Source: an optimization exercise on an open RTL-to-GDS flow (aim: small area, a short achievable clock period and few clock cycles per item). Production flows keep margins and buffers that such runs may drop.
RTL that was checked went through simulation tests only; none was proved equivalent to the original.
Power is estimated from default activity; no workload was simulated.

// sa_transform
module sa_transform (
    input  wire        clk,
    input  wire        rst,           
    input  wire        in_valid,
    output wire        in_ready,
    input  wire [7:0]  in_sample,     
    output wire        out_valid,
    input  wire        out_ready,
    output wire [2:0]  out_bar,
    output wire [33:0] out_mag
);
Settings: LEC_CHECK=0, CAP_MARGIN=20, CORE_MARGIN=2, CORE_UTILIZATION=55, CTS_CLUSTER_DIAMETER=100, CTS_CLUSTER_SIZE=22, PLACE_DENSITY=0.7, SLEW_MARGIN=20, SYNTH_MEMORY_MAX_BITS=16384; clock period 10.0 ns.
standard.sh (not shown) runs the stock make flow with config.mk's settings and CLKGATE_MAP_FILE= SYNTH_SCRIPT=/design/flow/synth_recipe.tcl, a recipe that flattens the netlist after the stock synthesis.
==> flow/flow/run.sh <==
#!/bin/bash
set -euo pipefail
bash standard.sh SETUP_SLACK_MARGIN=6.5 finish > standard.log 2>&1
Testbench counts at the start, summed over its fixed seeds: cycles 6,856, windows 96.
Rerun with:
CTS_CLUSTER_DIAMETER = unset   (was 100)
CTS_CLUSTER_SIZE = unset   (was 22)
Hold slack gets worse by 0.0083 ns.
Sequential share of layout area goes down by 0.64 points.
Wire length hardly moves.
Rerun with:
==> flow/run.sh (new file) <==
#!/bin/bash
# synth_recipe.tcl (not shown) runs the flow's synth.tcl, then flattens the netlist and writes it again
# the make line also repeats each setting of config.mk as NAME=value (left out here)
make -C /OpenROAD-flow-scripts/flow DESIGN_CONFIG=/design/flow/config.mk WORK_HOME=/design/flow/orfs CLKGATE_MAP_FILE= SYNTH_SCRIPT=/design/flow/synth_recipe.tcl finish
CORE_UTILIZATION = 40   (was 55)
PLACE_DENSITY = 0.6   (was 0.7)
removed: flow/flow/run.sh
removed: flow/standard.sh
The changed run ran to the end with no violations.
Core utilization falls by 17 points.
Maximum frequency went down by 26%.
Cell count grows by 6.0%.
Area after synthesis stays the same.
Clock skew came out lower by 0.023 ns.
Wire length is lower by 0.58%.
Global-route usage fell by 9.8 points.
Design area drops by 1.1%.
Combinational power drops by about 4%.

Setup of main:
sa_transform, a different RTL version from the one above (not shown whole).
Size in the first run: about 8300 cells after synthesis, ~51 I/O pins.
clock: 10.0 ns
lec_check: 0
cap_margin: 20
core_margin: 2
core_utilization: 40
place_density: 0.6
slew_margin: 20
synth_memory_max_bits: 16384
run.sh (not shown) runs the stock make flow with config.mk's settings and CLKGATE_MAP_FILE= SYNTH_SCRIPT=/design/flow/synth_recipe.tcl, a recipe that flattens the netlist after the stock synthesis.
Stock flow here: none of the scripts above is used.
diff inputs: main => the feature branch
Settings: CORE_UTILIZATION: 40 -> 55; PLACE_DENSITY: 0.6 -> 0.7; SYNTH_MEMORY_MAX_BITS: 16384 -> unset.
Notes after the runs:
The feature branch | ERROR | synthesis
No run of this note included a check of the RTL's function; only the layout flow was run.

== the previous run ==
sa_transform, a different RTL version from the one above (not shown whole).
Size in the first run: ~7900 cells after synthesis, about 1100 flip-flops, roughly 78000 µm² of cells after synthesis.
==> flow/config.mk <==
export PLATFORM = sky130hd
export DESIGN_NAME = sa_transform
export DESIGN_NICKNAME = sa_transform
export VERILOG_FILES = /design/flow/design.v
export SDC_FILE = /design/flow/constraint.sdc
export NUM_CORES = 4
export LEC_CHECK = 0
export CAP_MARGIN = 20
export CORE_MARGIN = 2
export CORE_UTILIZATION = 55
export PLACE_DENSITY = 0.7
export SLEW_MARGIN = 20
export SYNTH_MEMORY_MAX_BITS = 16384
==> flow/constraint.sdc <==
create_clock -name core_clock -period 10.0 [get_ports {clk}]
set_input_delay 2.0000 -clock core_clock [delete_from_list [all_inputs] [get_ports {clk}]]
set_output_delay 2.0000 -clock core_clock [all_outputs]
set_load 0.01 [all_outputs]
standard.sh (not shown) runs the stock make flow with config.mk's settings and CLKGATE_MAP_FILE= SYNTH_SCRIPT=/design/flow/synth_recipe.tcl, a recipe that flattens the netlist after the stock synthesis.
==> flow/flow/run.sh <==
#!/bin/bash
set -euo pipefail
bash standard.sh SETUP_SLACK_MARGIN=7.0 finish > standard.log 2>&1
Testbench counts of the previous run, summed over its fixed seeds: cycles 6,864, windows 96.
Relative to the previous run, the following input files were edited for the current run:
==> flow/flow/run.sh <==
#!/bin/bash
set -euo pipefail
bash standard.sh SETUP_SLACK_MARGIN=6.5 finish > standard.log 2>&1
[summary]
Taking the previous run over the current run, the total combinational power ratio works out to 1.05. In the metrics for the previous run and the current run, the one carrying the higher count of clock-buffer cells in the layout is the current run. Of the current run and the previous run, it is the current run that has the lower cell count. Side by side, design area turned out lower in the current run than in the previous run. The current run: fraction of area in multi-input gates is 0.97 points higher than what the previous run reported.

what the ideal ports hide:
How much do the figures lean on ideal ports? The routed layouts below were timed once more, with nothing changed but the port constraints.
Step 1: set_driving_cell puts a clkbuf_16 on clk and a buf_2 on each other input, an assumption about the parent block.
Step 2 times the ports against the registers' clock, not the clock port: input delays grow and output delays shrink by t, the midpoint of the rising clock arrivals with the driver on.
a / b / c = ideal ports / drivers / drivers and shift; a / b = the first two.
| run | t, ns | setup slack, ns | worst setup path after step 2 | clock arrival spread, ns | worst slew at a driven data input, ns |
|---|---|---|---|---|---|
| the first run of note 1 | 0.816 | 6.340 / 6.340 / 5.857 | input to register | 0.037 / 0.037 | 0.05 |
| the second run of note 1 | 0.837 | 6.392 / 6.392 / 5.888 | input to register | 0.062 / 0.061 | 0.05 |
| the third run of note 1 | 0.881 | 5.134 / 5.134 / 4.728 | input to register | 0.039 / 0.039 | 0.04 |
| main | 0.857 | 3.783 / 3.783 / 3.783 | register to register | 0.057 / 0.057 | 0.17 |
| the previous run | 0.867 | 6.276 / 6.276 / 6.138 | input to register | 0.036 / 0.036 | 0.04 |
| the current run | 0.820 | 6.053 / 6.053 / 6.053 | register to register | 0.055 / 0.056 | 0.06 |
After both steps setup and hold are still met in every run listed. For the second run of note 1, which loses most, drivers alone change the setup slack by 0.000 ns; drivers and shift together by -0.504 ns.
